Background: an optimization exercise with open tools, aiming at small area, a short achievable clock period and few clock cycles per item. Do not read the settings as production practice. Only simulation tests tie the RTL to the original design; equivalence was not proved.

[design/flow/config.mk]
export PLATFORM = sky130hd
export DESIGN_NAME = sha256_hash_engine
export DESIGN_NICKNAME = sha256_hash_engine
export VERILOG_FILES = /design/flow/design.v
export SDC_FILE = /design/flow/constraint.sdc
export NUM_CORES = 4
export LEC_CHECK = 0
export CAP_MARGIN = 20
export CORE_MARGIN = 2
export CORE_UTILIZATION = 40
export CTS_CLUSTER_DIAMETER = 60
export CTS_CLUSTER_SIZE = 24
export SETUP_SLACK_MARGIN = 5
export SLEW_MARGIN = 20
[design/flow/constraint.sdc]
create_clock -name core_clock -period 10.0 [get_ports {clk}]
set_input_delay 2.0000 -clock core_clock [delete_from_list [all_inputs] [get_ports {clk}]]
set_output_delay 2.0000 -clock core_clock [all_outputs]
set_load 0.01 [all_outputs]
[design/flow/standard.sh]
#!/bin/bash
# synth_recipe.tcl (not shown) runs the flow's synth.tcl, then flattens the netlist and writes it again
# the make line also repeats each setting of config.mk as NAME=value (left out here)
make -C /OpenROAD-flow-scripts/flow DESIGN_CONFIG=/design/flow/config.mk WORK_HOME=/design/flow/orfs CLKGATE_MAP_FILE= SYNTH_SCRIPT=/design/flow/synth_recipe.tcl "${@:-finish}"
[design/flow/flow/run.sh]
#!/bin/bash
set -euo pipefail
bash standard.sh "BUFFER_PORTS_ARGS=-buffer_cell sky130_fd_sc_hd__buf_1" SETUP_SLACK_MARGIN=5.6 finish > make_finish.log 2>&1
[design/flow/design.v]
module sha256_hash_engine (
    input  wire         clk,
    input  wire         rst_n,       
    input  wire         start,
    input  wire         in_valid,
    output wire         in_ready,
    input  wire [7:0]   in_byte,
    input  wire         in_last,
    input  wire         in_empty,
    output reg          dig_valid,
    output wire [255:0] dig
);
    reg         busy;        
    reg         fin;         
    reg         fin_last;    
    reg [2:0]   npush;       
    reg         rdy;         
    reg         last_in;     
    reg         p80;         
    reg         final_blk;   
    reg [1:0]   acn;         
    reg [4:0]   wc;          
    reg [6:0]   pq;          
    reg         hv;          
    reg [31:0]  kq;          
    reg [15:0]  msg_len;
    reg [511:0] win;         
    reg [31:0]  H0, H1, H2, H3, H4, H5, H6, H7;
    reg [31:0]  a, b, c, d, e, f, g, h;
    assign in_ready = rdy;
    assign dig = {H0, H1, H2, H3, H4, H5, H6, H7};
    localparam [2047:0] K_TAB = {
        32'hc67178f2, 32'hbef9a3f7, 32'ha4506ceb, 32'h90befffa,
        32'h8cc70208, 32'h84c87814, 32'h78a5636f, 32'h748f82ee,
        32'h682e6ff3, 32'h5b9cca4f, 32'h4ed8aa4a, 32'h391c0cb3,
        32'h34b0bcb5, 32'h2748774c, 32'h1e376c08, 32'h19a4c116,
        32'h106aa070, 32'hf40e3585, 32'hd6990624, 32'hd192e819,
        32'hc76c51a3, 32'hc24b8b70, 32'ha81a664b, 32'ha2bfe8a1,
        32'h92722c85, 32'h81c2c92e, 32'h766a0abb, 32'h650a7354,
        32'h53380d13, 32'h4d2c6dfc, 32'h2e1b2138, 32'h27b70a85,
        32'h14292967, 32'h06ca6351, 32'hd5a79147, 32'hc6e00bf3,
        32'hbf597fc7, 32'hb00327c8, 32'ha831c66d, 32'h983e5152,
        32'h76f988da, 32'h5cb0a9dc, 32'h4a7484aa, 32'h2de92c6f,
        32'h240ca1cc, 32'h0fc19dc6, 32'hefbe4786, 32'he49b69c1,
        32'hc19bf174, 32'h9bdc06a7, 32'h80deb1fe, 32'h72be5d74,
        32'h550c7dc3, 32'h243185be, 32'h12835b01, 32'hd807aa98,
        32'hab1c5ed5, 32'h923f82a4, 32'h59f111f1, 32'h3956c25b,
        32'he9b5dba5, 32'hb5c0fbcf, 32'h71374491, 32'h428a2f98
    };
    function [63:0] csa(input [31:0] x, input [31:0] y, input [31:0] z);
        csa = {x ^ y ^ z, ((x & y) | (x & z) | (y & z)) << 1};
    endfunction
    function [31:0] add_bk(input [31:0] x, input [31:0] y);
        reg [31:0] gg, pp;
        integer i, k;
        begin
            gg = x & y;
            pp = x ^ y;
            for (k = 1; k < 32; k = k * 2)
                for (i = 2 * k - 1; i < 32; i = i + 2 * k) begin
                    gg[i] = gg[i] | (pp[i] & gg[i - k]);
                    pp[i] = pp[i] & pp[i - k];
                end
            for (k = 8; k >= 1; k = k / 2)
                for (i = 3 * k - 1; i < 32; i = i + 2 * k) begin
                    gg[i] = gg[i] | (pp[i] & gg[i - k]);
                    pp[i] = pp[i] & pp[i - k];
                end
            add_bk = (x ^ y) ^ {gg[30:0], 1'b0};
        end
    endfunction
    wire [31:0] S1  = {e[5:0], e[31:6]} ^ {e[10:0], e[31:11]} ^ {e[24:0], e[31:25]};
    wire [31:0] ch  = (e & f) ^ (~e & g);
    wire [31:0] S0  = {a[1:0], a[31:2]} ^ {a[12:0], a[31:13]} ^ {a[21:0], a[31:22]};
    wire [31:0] maj = (a & b) ^ (a & c) ^ (b & c);
    wire [63:0] ac1 = csa(h, ch, maj);
    wire [63:0] ac2 = csa(ac1[31:0], S1, S0);
    wire [63:0] ac3 = csa(ac2[63:32], ac2[31:0], ac1[63:32]);
    wire [63:0] ec1 = csa(h, ch, d);
    wire [63:0] ec2 = csa(ec1[63:32], ec1[31:0], S1);
    wire [31:0] a_new = ac3[63:32] + ac3[31:0];
    wire [31:0] e_new = ec2[63:32] + ec2[31:0];
    wire [31:0] p15 = win[31:0];
    wire [31:0] p14 = win[63:32];
    wire [31:0] p9  = win[223:192];
    wire [31:0] p1  = win[479:448];
    wire [31:0] p0  = win[511:480];
    wire [31:0] s0w = {p1[6:0], p1[31:7]} ^ {p1[17:0], p1[31:18]} ^ (p1 >> 3);
    wire [31:0] s1w = {p14[16:0], p14[31:17]} ^ {p14[18:0], p14[31:19]} ^ (p14 >> 10);
    wire [63:0] wc1 = csa(p9, p0, s1w);
    wire [63:0] wc2 = csa(wc1[63:32], wc1[31:0], s0w);
    wire [31:0] w_sch = wc2[63:32] + wc2[31:0];      
    wire do_round = hv;
    wire sched    = (pq[5:4] != 2'd0);                 
    wire start_ok = !busy && !fin && start;
    wire push     = (npush != 3'd0);
    wire pre      = busy && !fin && !push && !pq[6] && (sched || (acn == 2'd0 && wc == pq[4:0] + 5'd1));
    wire nxt_w    = pre && (sched || pq[3:0] == 4'd15) && pq != 7'd63;
    wire take     = in_valid && rdy;
    wire newword  = take && acn == 2'd0;                 
    wire wfree    = (wc == pq[4:0]) || pre;              
    wire padw     = busy && last_in && !wc[4] && wfree;  
    wire t63      = do_round && pq[6];                  
    wire ring     = fin || push || (do_round && (pq == 7'd62 || pq == 7'd63 || pq == 7'd64));
    wire [31:0] x_h   = do_round ? g : h;
    wire [5:0]  pq1   = pq[5:0] + 6'd1;
    wire [63:0] hc1   = csa(x_h, kq, p15);
    wire [31:0] hkw_n = add_bk(hc1[63:32], hc1[31:0]);
    wire [31:0] ff_a = add_bk(H3, push ? 32'h0 : a);
    wire [31:0] ff_e = add_bk(H7, push ? 32'h0 : e);
    wire [31:0] pad_word = !p80 ? 32'h80000000 :
                           (final_blk && wc[3:0] == 4'd15) ? {13'd0, msg_len, 3'b000} : 32'h0;
    reg  [31:0] p15_n;
    reg         win_sh;
    always @(*) begin
        win_sh = 1'b0;
        p15_n  = p15;
        if (nxt_w) begin
            win_sh = 1'b1;
            p15_n  = w_sch;
        end else if (take) begin
            case (acn)
                2'd0: begin
                    win_sh = 1'b1;
                    p15_n  = in_last ? {in_byte, 24'h800000} : {in_byte, 24'h0};
                end
                2'd1: p15_n = in_last ? {p15[31:24], in_byte, 16'h8000} : {p15[31:24], in_byte, p15[15:0]};
                2'd2: p15_n = in_last ? {p15[31:16], in_byte, 8'h80} : {p15[31:16], in_byte, p15[7:0]};
                default: p15_n = {p15[31:8], in_byte};
            endcase
        end else if (padw) begin
            win_sh = 1'b1;
            p15_n  = pad_word;
        end
    end
    wire [4:0] bw = (newword || padw) ? wc : wc - 5'd1;
    wire       push_n = start_ok || (fin && busy) || npush[2:1] != 2'd0;
    wire [4:0] pq_n   = (t63 || !busy) ? 5'd0 : pq[4:0] + {4'd0, pre};
    reg        busy_n, last_in_n;
    reg [1:0]  acn_n;
    reg [4:0]  wc_n;
    always @(*) begin
        busy_n    = busy;
        last_in_n = last_in;
        acn_n     = acn;
        wc_n      = wc;
        if (take) begin
            acn_n = in_last ? 2'd0 : acn + 2'd1;
            if (in_last) last_in_n = 1'b1;
        end
        if (newword || padw) wc_n = wc + 5'd1;
        if (t63) begin
            wc_n = 5'd0;
            if (final_blk) busy_n = 1'b0;
        end
        if (start_ok) begin
            busy_n    = 1'b1;
            last_in_n = in_empty;
            acn_n     = 2'd0;
            wc_n      = 5'd0;
        end
    end
    always @(posedge clk) begin
        if (!rst_n) begin
            busy      <= 1'b0;
            fin       <= 1'b0;
            npush     <= 3'd0;
            hv        <= 1'b0;
            rdy       <= 1'b0;
            dig_valid <= 1'b0;
        end else begin
            busy      <= busy_n;
            last_in   <= last_in_n;
            acn       <= acn_n;
            wc        <= wc_n;
            rdy       <= busy_n && !last_in_n && !(acn_n == 2'd0 && (wc_n[4] || (push_n && wc_n != pq_n)));
            fin       <= t63;
            if (push) npush <= npush - 3'd1;
            if ((fin && busy) || start_ok) npush <= 3'd4;
            dig_valid <= fin && fin_last;
            hv        <= pre;
            if (pre) begin
                pq <= pq + 7'd1;
                kq <= K_TAB[32 * pq1 +: 32];
            end
            if (start_ok) fin_last <= 1'b0;
            if (t63) begin
                pq       <= 7'd0;
                kq       <= K_TAB[31:0];
                fin_last <= final_blk;
            end
            if (take) msg_len <= msg_len + 16'd1;
            if ((take && in_last && acn != 2'd3) || (padw && !p80)) begin
                p80 <= 1'b1;
                if (bw <= 5'd13) final_blk <= 1'b1;
            end
            if (fin && p80) final_blk <= 1'b1;
            if (!busy) begin
                pq        <= 7'd0;
                kq        <= K_TAB[31:0];
                msg_len   <= 16'd0;
                p80       <= 1'b0;
                final_blk <= 1'b0;
            end
        end
    end
    always @(posedge clk) begin
        if (win_sh) win <= {win[479:0], p15_n};
        else if (take) win[31:0] <= p15_n;
        if (start_ok) begin
            {H0, H1, H2, H3} <= {32'h6a09e667, 32'hbb67ae85, 32'h3c6ef372, 32'ha54ff53a};
            {H4, H5, H6, H7} <= {32'h510e527f, 32'h9b05688c, 32'h1f83d9ab, 32'h5be0cd19};
        end else if (ring) begin
            {H0, H1, H2, H3} <= {ff_a, H0, H1, H2};
            {H4, H5, H6, H7} <= {ff_e, H4, H5, H6};
        end
        if (do_round || push)
            {a, b, c, d, e, f, g} <= {push ? ff_a : a_new, a, b, c, push ? ff_e : e_new, e, f};
        if (pre)
            h <= hkw_n;
        else if (do_round || push)
            h <= g;
    end
endmodule
==> results of run 1 <==
==> layout make-up <==
type                    instances  area (um2)
fillers                     12500       73500
multi-input cells            3362       27600
inverters                     121         478
flip-flops and latches       1098       30300
clock buffers                  98        2400
clock inverters                74        1070
diodes                          1        2.50
well taps                    1890        2360
repair buffers                585        4050
==> layout by cell type, fill, tap and decap left out, types with 189 or more instances in the layout <==
master and instances:
xnor2_1 270, o21ai_0 189, nand2_1 698, nor2_1 229, edfxtp_1 834, dfxtp_1 261
fa_1 270, nand3_1 192, buf_1 271, buf_4 245, a21oi_1 297
==> path summary, 6_finish.rpt <==
path	from	end	slack, ns	cells after the start
worst max-delay path	hv	h[31]	5.09	19
worst min-delay path	win[348]	win[380]	0.41	0
worst max register to register	hv	h[31]	5.09	19
worst min register to register	win[348]	win[380]	0.41	0
==> per-stage QoR <==
step           cell area, um2  hold WS (ns)  std cells
5_1_grt                 68200         0.419       7229
3_5_place_dp            60300         0.405       6793
6_report                68200         0.414       7229
3_3_place_gp            60300         0.400       6793
2_1_floorplan           57600         0.400       4852
4_1_cts                 66400         0.415       7126
==> layer usage <==
metal / vias up / part of all wire [%]
li1: 18000 / -
met1: 20100 / 43
met2: 1759 / 46
met3: 351 / 7.6
met4: 4 / 3.9
met5: - / 0.013
==> cells by family after synthesis <==
family,share of synthesized area [%]
flops,53.0
simple gates,10.7
xor+xnor,6.34
compound gates,10.1
mux,1.79
buf+inv,2.69
fa+ha+maj,15.4
==> timing repair <==
| action | in CTS | in global routing |
|---|---|---|
| setup buffers | 148 | 98 |
| pin swaps | 128 | 150 |
| gates cloned | 13 | 4 |
| setup endpoints to repair | 624 | 518 |
| hold endpoints to repair | 0 | 0 |
| resized for setup | 203 | 186 |
==> metrics.yaml, run 1 <==
clocking:
  numCtsBuffers: 94
  cts_root_buf: "clkbuf_16"
  ctsHoldBuffers: 0
  clock_sinks: 1098
  cts_tree: "yes"
  insertion_delay_ns: 0.75
  ctsLongestPathBuffers: 3
  path_clk_slew_ns: 0.08
  cts_max_level: 3
timing:
  max_freq_mhz: 204
  slew_violations: 0
  slew_headroom_pct: 28.8
  fin_crit_ns: 4.91
  hold_violations: 0
  fin_tns_setup_ns: 0
  rsz0062_at_grt: "true"
  setup_viol: 0
  period_share_pct: 49.1
  finClkSkew_ns: 0.0343
  worst_slew_pin_slew_ns: 1.07
  fin_ws_ns: 5.09
drt:
  finalWirelength_mm: 180
  avgRoutedWirePerCell_um: 24.9
  viasPerCell: 5.57
  detail-route-antenna-nets: 0
  dr.pass1.iters: 8
  num_vias: 40200
  drtIter0Drc: 4428
  remaining_drc_errors: 0
global_routing:
  grt_pass1_wl_mm: 261
  grtUsageMet2_pct: 37.7
  grt.busiest_layer: "met2"
  grt_pass1_vias: 38700
  grtUsageMet1_pct: 33.7
  grt_usage_pct: 24.0
  use_met3_pct: 3.93
  grt_remaining_overflow: 0
  grt_antenna_before_repair: 5
  grt_max_degree: 181
floorplanning:
  dieWidth_um: 382
  ios: 272
  die_h_um: 382
  dieArea_um2: 146000
  rows: 138
  start_util_pct: 40.4
  core_um2: 142000
critical_path:
  crit_top_cell: "xnor2_2"
  cp-end-kind: "flip-flop"
  critPathRequiredTime_ns: 10.47
  startpoint_type: "flip-flop"
  worst-path-buf-inv: 1
  crit_fanout: 6
  critPathMaxStageDelay_ns: 0.57
  cp.arrival_ns: 5.38
  crit_family: "compound AO/OA/AOI/OAI gates"
  slowest_stage: "fa_1"
  critPathKind: "reg -> reg"
  cp_cell_sequence: "buf_12 > mux2_4 > fa_1 > ha_1 > a21o_1 > a31o_2 > a21oi_4 > o21ai_4 > a31o_4 > o311a_1 > o41a_1 > a21boi_2 > o21ai_2 > fa_2 > xnor2_2 > xnor2_2 > xor2_1 > nor3_1 > a211oi_1"
layout:
  post-route-util_pct: 48.1
  area_growth_pct: 19.3
  fin_nets: 5781
  drive_above_1_share_pct: 16.6
  largest_reg_flops: 512
  top_register: "win"
synth:
  yosys.area.top_type: "edfxtp_1"
  ys_seq_area_share_pct: 53.0
  synthCells: 4852
  synth.most_common_cell: "edfxtp_1"
  synth_edf_count: 834
  async_reset_ff_share_pct: 0
  ys_ff_latch: 1098
  syn_avg_cell_area_um2: 11.8
  ys_top_cells_by_area: "edfxtp_1 44%, fa_1 10%, dfxtp_1 9.2%, xnor2_1 5.0%, nand2_1 4.7%"
  synth.distinct_cells: 90
  synthTopCellsByCount: "834 x edfxtp_1, 709 x nand2_1, 333 x a21oi_1"
  ys.flop_type: "edfxtp_1"
  syn-num-nets: 5371
  synth_top_area_share_pct: 43.8
  yosysWarnings: 1
  synth_area_um2: 57200
place:
  dp_slack_ns: 4.23
  dp_hpwl_mm: 125
  place_congestion: 0.947
  place.port_buffers: 271
worst_hold_path:
  hold_class: "reg -> reg"
flow_run:
  maxCapViolCount: 0
run_status:
  outcome: "finished clean"
Testbench counts, summed over its fixed seeds: cycles 33,936, bytes 14,064.
==> inputs of run 2 (changes only) <==
==> design/flow/flow/run.sh (replaced) <==
#!/bin/bash
# The standard layout, except that the port buffers are buf_1 cells rather
# than the delay buffers buffer_ports picks by itself. Every input and output
# port still gets its own buffer.
set -euo pipefail
bash standard.sh "BUFFER_PORTS_ARGS=-buffer_cell sky130_fd_sc_hd__buf_1" finish > make_finish.log 2>&1
==> run 2 against run 1 <==
Effect of this change:
- critical endpoint unchanged
- clock skew shrank 0.0025 ns
- worst setup slack lost 0.11 ns
- critical path depth grew 2
- sequential share of layout area grew 2.6 points
- sequential cell count is the same
- synthesized cell count is the same
- core utilization shrank 2.7 points
- via count shrank 3.6%
- register-to-register slack lost 0.11 ns
==> metrics.yaml, run 2 <==
run_status:
  outcome: "finished clean"  # unchanged
global_routing:
  grt_usage_pct: 22.9  # was 24.0%
  grt_antenna_before_repair: 3  # was 5
  grt_pass1_vias: 37000  # was 38700
  grt_pass1_wl_mm: 249  # was 261 mm
  grt_remaining_overflow: 0  # unchanged
  grt_max_degree: 189  # was 181
flow_run:
  maxCapViolCount: 0  # unchanged
critical_path:
  rr_worst_depth: 21  # was 19
  cp_cell_sequence: "buf_12 > buf_12 > buf_8 > mux2_2 > fa_1 > ha_1 > a21oi_1 > nor2_1 > a211oi_2 > o21ai_4 > a31o_4 > o311a_1 > o41a_1 > a21boi_2 > o21ai_2 > fa_2 > xnor2_2 > xnor2_2 > xor2_1 > nor3_1 > a211oi_1"  # was buf_12 > mux2_4 > fa_1 > ha_1 > a21o_1 > a31o_2 > a21oi_4 > o21ai_4 > a31o_4 > o311a_1 > o41a_1 > a21boi_2 > o21ai_2 > fa_2 > xnor2_2 > xnor2_2 > xor2_1 > nor3_1 > a211oi_1
  critPathRequiredTime_ns: 10.53  # was 10.47 ns
  critPathMaxStageDelay_ns: 0.41  # was 0.57 ns
  crit_fanout: 7  # was 6
  critPathKind: "reg -> reg"  # unchanged
  worstReg2RegStart: "hv"  # unchanged
  cp-end-kind: "flip-flop"  # unchanged
  r2r-end: "h[31]"  # unchanged
  cp.arrival_ns: 5.55  # was 5.38 ns
  slowest_stage: "o41a_1"  # was fa_1
  startpoint_type: "flip-flop"  # unchanged
  rrSetupSlack_ns: 4.98  # was 5.09 ns
synth:
  synth_xor_area_share_pct: 6.34  # unchanged
  synthCells: 4852  # unchanged
  synth_area_um2: 57200  # unchanged
  ys_ff_latch: 1098  # unchanged
  synthSimpleGateAreaFrac_pct: 10.7  # unchanged
  yosysWarnings: 1  # unchanged
  synth_top_area_share_pct: 43.8  # unchanged
  ys.flop_type: "edfxtp_1"  # unchanged
  synth_fa_ha_area_share_pct: 15.4  # unchanged
  yosys.area.top_type: "edfxtp_1"  # unchanged
  synth.most_common_cell: "edfxtp_1"  # unchanged
  synth_mux_area_share_pct: 1.79  # unchanged
  synth_edf_count: 834  # unchanged
  synthTopCellsByCount: "834 x edfxtp_1, 709 x nand2_1, 333 x a21oi_1"  # unchanged
  syn_avg_cell_area_um2: 11.8  # unchanged
  synth_top_family_by_area: "adder cells"  # unchanged
  ys_top_cells_by_area: "edfxtp_1 44%, fa_1 10%, dfxtp_1 9.2%, xnor2_1 5.0%, nand2_1 4.7%"  # unchanged
  ys_seq_area_share_pct: 53.0  # unchanged
  synth.distinct_cells: 90  # unchanged
  syn-num-nets: 5371  # unchanged
  synth_compound_area_share_pct: 10.1  # unchanged
  async_reset_ff_share_pct: 0  # unchanged
worst_hold_path:
  hold_start: "win[337]"  # was win[348]
  hold_class: "reg -> reg"  # unchanged
  min_path_cells: 0  # unchanged
  min_to: "win[369]"  # was win[380]
layout:
  layout_common_cells: "834 x edfxtp_1, 706 x nand2_1, 328 x a21oi_1"  # was 834 x edfxtp_1, 698 x nand2_1, 297 x a21oi_1
  final_common_cell: "edfxtp_1"  # unchanged
  fin_nets: 5588  # was 5781
  top_register: "win"  # unchanged
  seqCellArea_um2: 30300  # about the same
  largest_reg_flops: 512  # unchanged
  fillers: 12900  # was 12500
  fin_cells: 7034  # was 7229
  post-route-util_pct: 45.5  # was 48.1%
  multi_input_area_um2: 25900  # was 27600 um2
  area_growth_pct: 12.6  # was 19.3%
  drive_above_1_share_pct: 9.22  # was 16.6%
timing:
  fin_crit_ns: 5.02  # was 4.91 ns
  worst_slew_pin_slew_ns: 1.05  # was 1.07 ns
  hold_violations: 0  # unchanged
  period_share_pct: 50.2  # was 49.1%
  max_freq_mhz: 199  # was 204 MHz
  slew_headroom_pct: 29.7  # was 28.8%
  fin_tns_setup_ns: 0  # unchanged
  finClkSkew_ns: 0.0319  # was 0.0343 ns
  setup_viol: 0  # unchanged
  rsz0062_at_grt: "true"  # unchanged
  slew_violations: 0  # unchanged
clocking:
  ctsLongestPathBuffers: 3  # unchanged
  cts_max_level: 3  # unchanged
  cts_tree: "yes"  # unchanged
  clock_sinks: 1098  # unchanged
  cts_root_buf: "clkbuf_16"  # unchanged
  ctsHoldBuffers: 0  # unchanged
  insertion_delay_ns: 0.73  # was 0.75 ns
  path_clk_slew_ns: 0.08  # about the same
  numCtsBuffers: 90  # was 94
place:
  place_congestion: 0.950  # was 0.947
  post-place-cells: 6791  # was 6793
  dp_hpwl_mm: 123  # was 125 mm
  place.port_buffers: 271  # unchanged
floorplanning:
  core_um2: 142000  # unchanged
  dieWidth_um: 382  # unchanged
  die_h_um: 382  # unchanged
  rows: 138  # unchanged
  ios: 272  # unchanged
  dieArea_um2: 146000  # unchanged
  start_util_pct: 40.4  # unchanged
drt:
  finalWirelength_mm: 171  # was 180 mm
  avgRoutedWirePerCell_um: 24.3  # was 24.9 um
  num_vias: 38800  # was 40200
  drtIter0Drc: 3948  # was 4428
  dr.pass1.iters: 6  # was 8
  remaining_drc_errors: 0  # unchanged
  viasPerCell: 5.51  # was 5.57
  detail-route-antenna-nets: 0  # unchanged
-- run 2: cell counts after synthesis --
Identical to the previous run, type by type.
-- run 2: per-stage QoR --
step / setup WS (ns) / area, um2 / hold slack [ns]
6_report: 4.98 / 64400 / 0.412
5_1_grt: 4.78 / 64400 / 0.414
4_1_cts: 4.89 / 63800 / 0.408
3_5_place_dp: 4.25 / 60100 / 0.405
3_3_place_gp: 4.31 / 60100 / 0.400
2_1_floorplan: 5.01 / 57300 / 0.400
-- run 2: metal layers --
metal  up-vias  routed length [um]  global-route usage (%)
met5         -                  22                       0
met4         4                7110                    8.42
met3       308               11000                    3.30
met2      1509               77300                    35.1
met1     19300               75500                    32.9
li1      17600                   -                       -
-- run 2: area by class of cell --
type	instances	area share, %
Antenna cell	2	0.00777
Clock buffer	95	3.61
Clock inverter	70	1.41
Inverter	121	0.715
Multi-Input combinational cell	3359	40.2
Sequential cell	1098	47.1
Tap cell	1890	3.67
Timing Repair Buffer	399	3.36
-- run 2: kinds of logic (layout without fill, tap and decap cells) --
kind of cell | Yosys count | in the layout
other cells | 0 | 2
fa+ha+maj | 535 | 535
flops | 1098 | 1098
xor+xnor | 414 | 414
mux | 91 | 91
simple gates | 1392 | 1393
buf+inv | 396 | 685
compound gates | 926 | 926
-- run 2: worst max-delay path by stage --
| stage | slack, ns | start | end |
|---|---|---|---|
| after floorplan | 5.01 | npush[0] | h[0] |
| after global placement | 4.31 | npush[1] | a[30] |
| after detailed placement | 4.25 | npush[1] | a[30] |
| after CTS | 4.89 | hv | h[31] |
| after global routing | 4.78 | hv | h[31] |
| final | 4.98 | hv | h[31] |
-- run 2: timing repair --
action                                  in CTS  in global routing
pin swaps                                   12                 30
endpoints found under the setup margin     433                405
gates resized for setup                     27                 57
gates cloned                                 2                  0
setup buffers                               29                 44
endpoints found under the hold margin        0                  0
-- run 2: worst max-delay path: cells and delay by family (launching register included) --
kind                       cells  cell delay, ns
AOI/OAI and AO/OA              9            1.98
xor gates and xnor gates       3            0.54
adders and majority gates      3            1.09
buffers and inverters          3            0.39
DFF                            1            0.37
muxes                          1            0.35
and+or+nand+nor                2            0.12
==> inputs of run 3 (changes only) <==
--- a/design/flow/config.mk
+++ b/design/flow/config.mk
@@ -9,6 +9,6 @@
 export CORE_MARGIN = 2
 export CORE_UTILIZATION = 40
-export CTS_CLUSTER_DIAMETER = 60
-export CTS_CLUSTER_SIZE = 24
+export CTS_CLUSTER_DIAMETER = 70
+export CTS_CLUSTER_SIZE = 30
 export SETUP_SLACK_MARGIN = 5
 export SLEW_MARGIN = 20
==> run 3 against run 2 <==
Effect of this change:
- still clean
- fmax is 2.5% higher
- sequential share of layout area is 0.48 points higher
- register-to-register slack better by 0.12 ns
- non-clock buffer count is 5 higher
- global-route usage is 0.063 points lower
- critical endpoint is now a[28]
==> metrics.yaml, run 3 <==
run_status:
  outcome: "finished clean"  # unchanged
synth:
  synthTopCellsByCount: "834 x edfxtp_1, 709 x nand2_1, 333 x a21oi_1"  # unchanged
  syn_avg_cell_area_um2: 11.8  # unchanged
  ys_ff_latch: 1098  # unchanged
  yosys.area.top_type: "edfxtp_1"  # unchanged
  synth_area_um2: 57200  # unchanged
  async_reset_ff_share_pct: 0  # unchanged
  ys.flop_type: "edfxtp_1"  # unchanged
  ys_top_cells_by_area: "edfxtp_1 44%, fa_1 10%, dfxtp_1 9.2%, xnor2_1 5.0%, nand2_1 4.7%"  # unchanged
  synth.distinct_cells: 90  # unchanged
  synth_top_area_share_pct: 43.8  # unchanged
  ys_seq_area_share_pct: 53.0  # unchanged
  synth_edf_count: 834  # unchanged
  syn-num-nets: 5371  # unchanged
  synthCells: 4852  # unchanged
  yosysWarnings: 1  # unchanged
  synth.most_common_cell: "edfxtp_1"  # unchanged
global_routing:
  grtUsageMet2_pct: 35.4  # was 35.1%
  grt.busiest_layer: "met2"  # unchanged
  grt_usage_pct: 22.8  # was 22.9%
  grt_pass1_vias: 36900  # was 37000
  grt_remaining_overflow: 0  # unchanged
  grt_max_degree: 189  # unchanged
  grt_pass1_wl_mm: 248  # was 249 mm
  use_met3_pct: 3.28  # was 3.30%
  grtUsageMet1_pct: 32.7  # was 32.9%
  grt_antenna_before_repair: 4  # was 3
clocking:
  path_clk_slew_ns: 0.10  # was 0.08 ns
  cts_max_level: 3  # unchanged
  cts_root_buf: "clkbuf_16"  # unchanged
  numCtsBuffers: 69  # was 90
  insertion_delay_ns: 0.71  # was 0.73 ns
  ctsHoldBuffers: 0  # unchanged
  clock_sinks: 1098  # unchanged
  cts_tree: "yes"  # unchanged
  ctsLongestPathBuffers: 3  # unchanged
drt:
  finalWirelength_mm: 170  # was 171 mm
  dr.pass1.iters: 5  # was 6
  avgRoutedWirePerCell_um: 24.3  # about the same
  detail-route-antenna-nets: 0  # unchanged
  num_vias: 38700  # was 38800
  drtIter0Drc: 3999  # was 3948
  remaining_drc_errors: 0  # unchanged
  viasPerCell: 5.53  # was 5.51
timing:
  slew_violations: 0  # unchanged
  setup_viol: 0  # unchanged
  rsz0062_at_grt: "true"  # unchanged
  finClkSkew_ns: 0.0496  # was 0.0319 ns
  worst_slew_pin_slew_ns: 1.05  # about the same
  slew_headroom_pct: 29.7  # about the same
  max_freq_mhz: 204  # was 199 MHz
  fin_crit_ns: 4.89  # was 5.02 ns
  fin_tns_setup_ns: 0  # unchanged
  period_share_pct: 48.9  # was 50.2%
  hold_violations: 0  # unchanged
  fin_hold_ws_ns: 0.401  # was 0.412 ns
critical_path:
  critPathRequiredTime_ns: 10.46  # was 10.53 ns
  cp-end-kind: "flip-flop"  # unchanged
  worstReg2RegStart: "e[7]"  # was hv
  rr_worst_depth: 15  # was 21
  cp.arrival_ns: 5.35  # was 5.55 ns
  startpoint_type: "flip-flop"  # unchanged
  crit_fanout: 4  # was 7
  rrSetupSlack_ns: 5.11  # was 4.98 ns
  critPathKind: "reg -> reg"  # unchanged
  r2r-end: "a[28]"  # was h[31]
layout:
  fillers: 13000  # was 12900
  drive_above_1_share_pct: 8.72  # was 9.22%
  area_growth_pct: 11.5  # was 12.6%
  largest_reg_flops: 512  # unchanged
  final_common_cell: "edfxtp_1"  # unchanged
  layout_common_cells: "834 x edfxtp_1, 705 x nand2_1, 327 x a21oi_1"  # was 834 x edfxtp_1, 706 x nand2_1, 328 x a21oi_1
  stdcell_area_um2: 63800  # was 64400 um2
  top_register: "win"  # unchanged
  fin_nets: 5572  # was 5588
floorplanning:
  ios: 272  # unchanged
  die_h_um: 382  # unchanged
  dieWidth_um: 382  # unchanged
  rows: 138  # unchanged
  core_um2: 142000  # unchanged
  start_util_pct: 40.4  # unchanged
  dieArea_um2: 146000  # unchanged
worst_hold_path:
  min_to: "win[369]"  # unchanged
  hold_class: "reg -> reg"  # unchanged
  min_path_cells: 0  # unchanged
  hold_start: "win[337]"  # unchanged
place:
  place_congestion: 0.950  # unchanged
  placed_area_um2: 60100  # unchanged
  place.port_buffers: 271  # unchanged
  dp_hpwl_mm: 123  # unchanged
flow_run:
  maxCapViolCount: 0  # unchanged
run 3: cell counts after synthesis:
No cell type changed its count.
run 3: per-layer routing:
metal / routed length (um) / share of wire [%]
met1: 74700 / 44
met2: 77300 / 45
met3: 11300 / 6.6
met4: 6840 / 4.0
met5: 22 / 0.013
run 3: area by class of cell:
class                      instances  area [um2]  area share, %
multi-input combinational       3359       26000           40.7
inverter                         121         460          0.722
antenna                            3        7.51         0.0118
clock inverter                    44         608          0.953
clock buffer                      77        1860           2.92
sequential                      1098       30300           47.6
timing repair buffer             404        2190           3.44
tap                             1890        2360           3.71
run 3: logic make-up after synthesis:
logic type	count (synthesis)	synth area share (%)
and+or+nand+nor	1392	10.7
DFF	1098	53.0
AOI/OAI and AO/OA	926	10.1
adders and majority gates	535	15.4
xor gates and xnor gates	414	6.34
buffers and inverters	396	2.69
muxes	91	1.79
run 3: worst max-delay path, stage by stage, from the launching register on:
cell,delay [ns]
edfxtp_1,0.57
mux2_2,0.43
fa_1,0.41
fa_1,0.51
fa_1,0.43
ha_1,0.33
o21ai_0,0.14
nor2_2,0.20
nand3_1,0.20
o2111ai_4,0.29
a211oi_2,0.10
buf_4,0.17
o31a_1,0.34
o21ai_1,0.18
xor2_1,0.09
mux2_2,0.26
run 3: how the worst max path moves through the flow:
stage / startpoint / to / slack (ns) / depth (start not counted)
after floorplan: npush[0] / h[0] / 5.01 / 6
after global placement: npush[1] / a[30] / 4.31 / 17
after detailed placement: npush[1] / a[30] / 4.25 / 17
after CTS: win[49] / win[31] / 5.00 / 13
after global routing: hv / h[31] / 4.93 / 20
final: e[7] / a[28] / 5.11 / 15
run 3: repair_timing:
item,in CTS,in global routing
buffers inserted,38,40
resized for setup,38,59
cloned,2,0
pin swaps,24,35
setup endpoints to repair,432,405
run 3: through the flow:
step                      util (%)  instances  setup slack [ns]
after floorplan                  -       4852              5.01
after global placement        42.4       6791              4.31
after detailed placement      42.4       6791              4.25
after CTS                     44.6       6952              5.00
after global routing          45.0       6993              4.93
final                         45.0       6996              5.11
==> inputs of run 4 (changes only) <==
--- a/design/flow/config.mk
+++ b/design/flow/config.mk
@@ -6,5 +6,5 @@
 export NUM_CORES = 4
 export LEC_CHECK = 0
-export CAP_MARGIN = 20
+export CAP_MARGIN = 5
 export CORE_MARGIN = 2
 export CORE_UTILIZATION = 40
@@ -12,3 +12,3 @@
 export CTS_CLUSTER_SIZE = 30
 export SETUP_SLACK_MARGIN = 5
-export SLEW_MARGIN = 20
+export SLEW_MARGIN = 5
==> run 4 against run 3 <==
Effect of this change:
- critical path depth fell by 2
- via count about the same
- clock skew hardly changed
- worst setup slack got worse by 0.022 ns
- core utilization hardly changed
- first-iteration DRC count decreased by 0.70%
- synthesized cell count unchanged
- worst hold slack improved by 0.0040 ns
- count of clock-buffer cells in the layout unchanged
- largest cell class unchanged
- highest routed layer unchanged
==> metrics.yaml, run 4 <==
clocking:
  cts_max_level: 3  # unchanged
  cts_tree: "yes"  # unchanged
  ctsLongestPathBuffers: 3  # unchanged
  insertion_delay_ns: 0.72  # was 0.71 ns
  path_clk_slew_ns: 0.10  # about the same
  numCtsBuffers: 69  # unchanged
  cts_root_buf: "clkbuf_16"  # unchanged
  clock_sinks: 1098  # unchanged
  ctsHoldBuffers: 0  # unchanged
critical_path:
  crit_family: "compound AO/OA/AOI/OAI gates"  # was adder cells
  worst-path-buf-inv: 0  # was 1
  cp.arrival_ns: 5.32  # was 5.35 ns
  crit_top_cell: "xnor2_1"  # was fa_1
  critPathRequiredTime_ns: 10.41  # was 10.46 ns
  slowest_stage: "edfxtp_1"  # unchanged
  critPathMaxStageDelay_ns: 0.59  # was 0.57 ns
  critPathKind: "reg -> reg"  # unchanged
  cp-end-kind: "flip-flop"  # unchanged
  cp_cell_sequence: "xnor2_1 > xnor2_1 > fa_1 > fa_1 > ha_1 > or3_1 > o221ai_1 > a21oi_2 > o31a_1 > o21ai_1 > o21ai_0 > xnor2_1 > a21oi_1"  # was mux2_2 > fa_1 > fa_1 > fa_1 > ha_1 > o21ai_0 > nor2_2 > nand3_1 > o2111ai_4 > a211oi_2 > buf_4 > o31a_1 > o21ai_1 > xor2_1 > mux2_2
  startpoint_type: "flip-flop"  # unchanged
  crit_fanout: 5  # was 4
run_status:
  outcome: "finished clean"  # unchanged
drt:
  avgRoutedWirePerCell_um: 24.3  # about the same
  drtIter0Drc: 3971  # was 3999
  num_vias: 38700  # about the same
  dr.pass1.iters: 6  # was 5
  remaining_drc_errors: 0  # unchanged
  finalWirelength_mm: 170  # about the same
  viasPerCell: 5.53  # about the same
  detail-route-antenna-nets: 0  # unchanged
global_routing:
  grt_pass1_wl_mm: 248  # about the same
  grt_antenna_before_repair: 4  # unchanged
  grt_max_degree: 189  # unchanged
  grt_remaining_overflow: 0  # unchanged
  use_met3_pct: 3.28  # unchanged
  grt_pass1_vias: 36900  # about the same
  grt_usage_pct: 22.8  # about the same
  grtUsageMet1_pct: 32.7  # unchanged
  grtUsageMet2_pct: 35.4  # about the same
  grt.busiest_layer: "met2"  # unchanged
timing:
  fin_tns_setup_ns: 0  # unchanged
  period_share_pct: 49.2  # was 48.9%
  slew_headroom_pct: 20.6  # was 29.7%
  setup_viol: 0  # unchanged
  max_freq_mhz: 203  # was 204 MHz
  fin_crit_ns: 4.92  # was 4.89 ns
  slew_violations: 0  # unchanged
  finClkSkew_ns: 0.0500  # was 0.0496 ns
  rsz0062_at_grt: "true"  # unchanged
  fin_hold_ws_ns: 0.405  # was 0.401 ns
  worst_slew_pin_slew_ns: 1.18  # was 1.05 ns
  hold_violations: 0  # unchanged
floorplanning:
  dieArea_um2: 146000  # unchanged
  rows: 138  # unchanged
  die_h_um: 382  # unchanged
  start_util_pct: 40.4  # unchanged
  ios: 272  # unchanged
  core_um2: 142000  # unchanged
  dieWidth_um: 382  # unchanged
layout:
  top_register: "win"  # unchanged
  final_common_cell: "edfxtp_1"  # unchanged
  largest_reg_flops: 512  # unchanged
  fin_cells: 6995  # was 6996
  layout_common_cells: "834 x edfxtp_1, 705 x nand2_1, 327 x a21oi_1"  # unchanged
  fin_nets: 5572  # unchanged
  fillers: 13000  # about the same
  stdcell_area_um2: 63800  # about the same
  area_growth_pct: 11.4  # was 11.5%
  drive_above_1_share_pct: 8.72  # unchanged
  post-route-util_pct: 45.0  # about the same
synth:
  ys_top_cells_by_area: "edfxtp_1 44%, fa_1 10%, dfxtp_1 9.2%, xnor2_1 5.0%, nand2_1 4.7%"  # unchanged
  synthCells: 4852  # unchanged
  yosysWarnings: 1  # unchanged
  synth_area_um2: 57200  # unchanged
  async_reset_ff_share_pct: 0  # unchanged
  synth_top_area_share_pct: 43.8  # unchanged
  synth.distinct_cells: 90  # unchanged
  synth_edf_count: 834  # unchanged
  ys_seq_area_share_pct: 53.0  # unchanged
  syn_avg_cell_area_um2: 11.8  # unchanged
  ys.flop_type: "edfxtp_1"  # unchanged
  synth.most_common_cell: "edfxtp_1"  # unchanged
  ys_ff_latch: 1098  # unchanged
  syn-num-nets: 5371  # unchanged
  synthTopCellsByCount: "834 x edfxtp_1, 709 x nand2_1, 333 x a21oi_1"  # unchanged
  yosys.area.top_type: "edfxtp_1"  # unchanged
place:
  place.port_buffers: 271  # unchanged
  post-place-cells: 6791  # unchanged
  place_congestion: 0.950  # unchanged
  dp_hpwl_mm: 123  # about the same
  placed_area_um2: 60100  # unchanged
worst_hold_path:
  hold_class: "reg -> reg"  # unchanged
flow_run:
  maxCapViolCount: 0  # unchanged
run 4: cell counts after synthesis:
No cell type changed its count.
run 4: logic make-up (layout without fill, tap and decap cells):
logic type | Yosys count | after routing | share of synthesized area [%]
compound gates | 926 | 926 | 10.1
xor+xnor | 414 | 414 | 6.34
fa+ha+maj | 535 | 535 | 15.4
buf+inv | 396 | 646 | 2.69
flops | 1098 | 1098 | 53.0
mux | 91 | 91 | 1.79
other cells | 0 | 2 | 0
simple gates | 1392 | 1393 | 10.7
run 4: worst paths after layout:
kind	end	cells after the start	slack, ns	start
worst max-delay path	win[31]	13	5.08	win[49]
worst min-delay path	win[369]	0	0.40	win[337]
worst max register to register	win[31]	13	5.08	win[49]
worst min register to register	win[369]	0	0.40	win[337]
run 4: per-stage QoR:
stage	setup WS [ns]
after CTS	5.00
after detailed placement	4.25
after global routing	4.93
after global placement	4.31
after floorplan	5.01
final	5.08
run 4: layout make-up:
type | count | area [um2] | area share (%)
antenna | 2 | 5.00 | 0.00785
clock buffer | 77 | 1860 | 2.92
clock inverter | 44 | 608 | 0.954
inverter | 121 | 460 | 0.722
multi-input combinational | 3359 | 26000 | 40.7
sequential | 1098 | 30300 | 47.6
tap | 1890 | 2360 | 3.71
timing repair buffer | 404 | 2180 | 3.41
run 4: worst register-to-register path, delay by kind of cell (launching register included):
| family | cells | cell delay, ns |
|---|---|---|
| compound gates | 6 | 1.38 |
| fa+ha+maj | 3 | 1.27 |
| xor+xnor | 3 | 1.04 |
| flops | 1 | 0.59 |
| simple gates | 1 | 0.38 |
run 4: what timing repair did:
item                                    4_1_cts  5_1_grt
endpoints found under the setup margin      432      405
setup buffers                                38       40
cloned                                        2        0
gates resized for setup                      38       59
pin swaps                                    24       35
run 4: per-layer routing:
metal | wire length [um] | part of all wire [%]
met5 | 22 | 0.013
met3 | 11400 | 6.7
met1 | 74600 | 44
met2 | 77400 | 46
met4 | 6590 | 3.9

## what the ideal ports hide
No port has a modelled driver above. Below, the same layouts with a new extraction and two added sets of constraints. Step 1 sets driving cells, clkbuf_16 on the clock port and buf_2 on the other inputs (assumed; they add their load-dependent delay and slew). Step 2, shift: input delay + t, output delay - t, t = (earliest + latest rising clock arrival at the registers) / 2. This alone moves slack from input paths to output paths. Slacks: ideal / step 1 / step 2; pairs: ideal / step 1.
run | shift t [ns] | setup slack, ns | latest minus earliest clock arrival (ns) | worst register clock-pin slew, ns
run 1 | 0.823 | 5.091 / 5.091 / 5.091 | 0.043 / 0.043 | 0.09 / 0.09
run 2 | 0.785 | 4.984 / 4.984 / 4.905 | 0.050 / 0.050 | 0.09 / 0.09
run 3 | 0.766 | 5.106 / 5.106 / 4.918 | 0.057 / 0.057 | 0.11 / 0.11
run 4 | 0.768 | 5.084 / 5.084 / 4.930 | 0.058 / 0.057 | 0.11 / 0.11
After both steps every run listed still meets setup and hold. The setup slack of run 3, which loses most, moves by 0.000 ns with the drivers and by -0.188 ns with both steps.
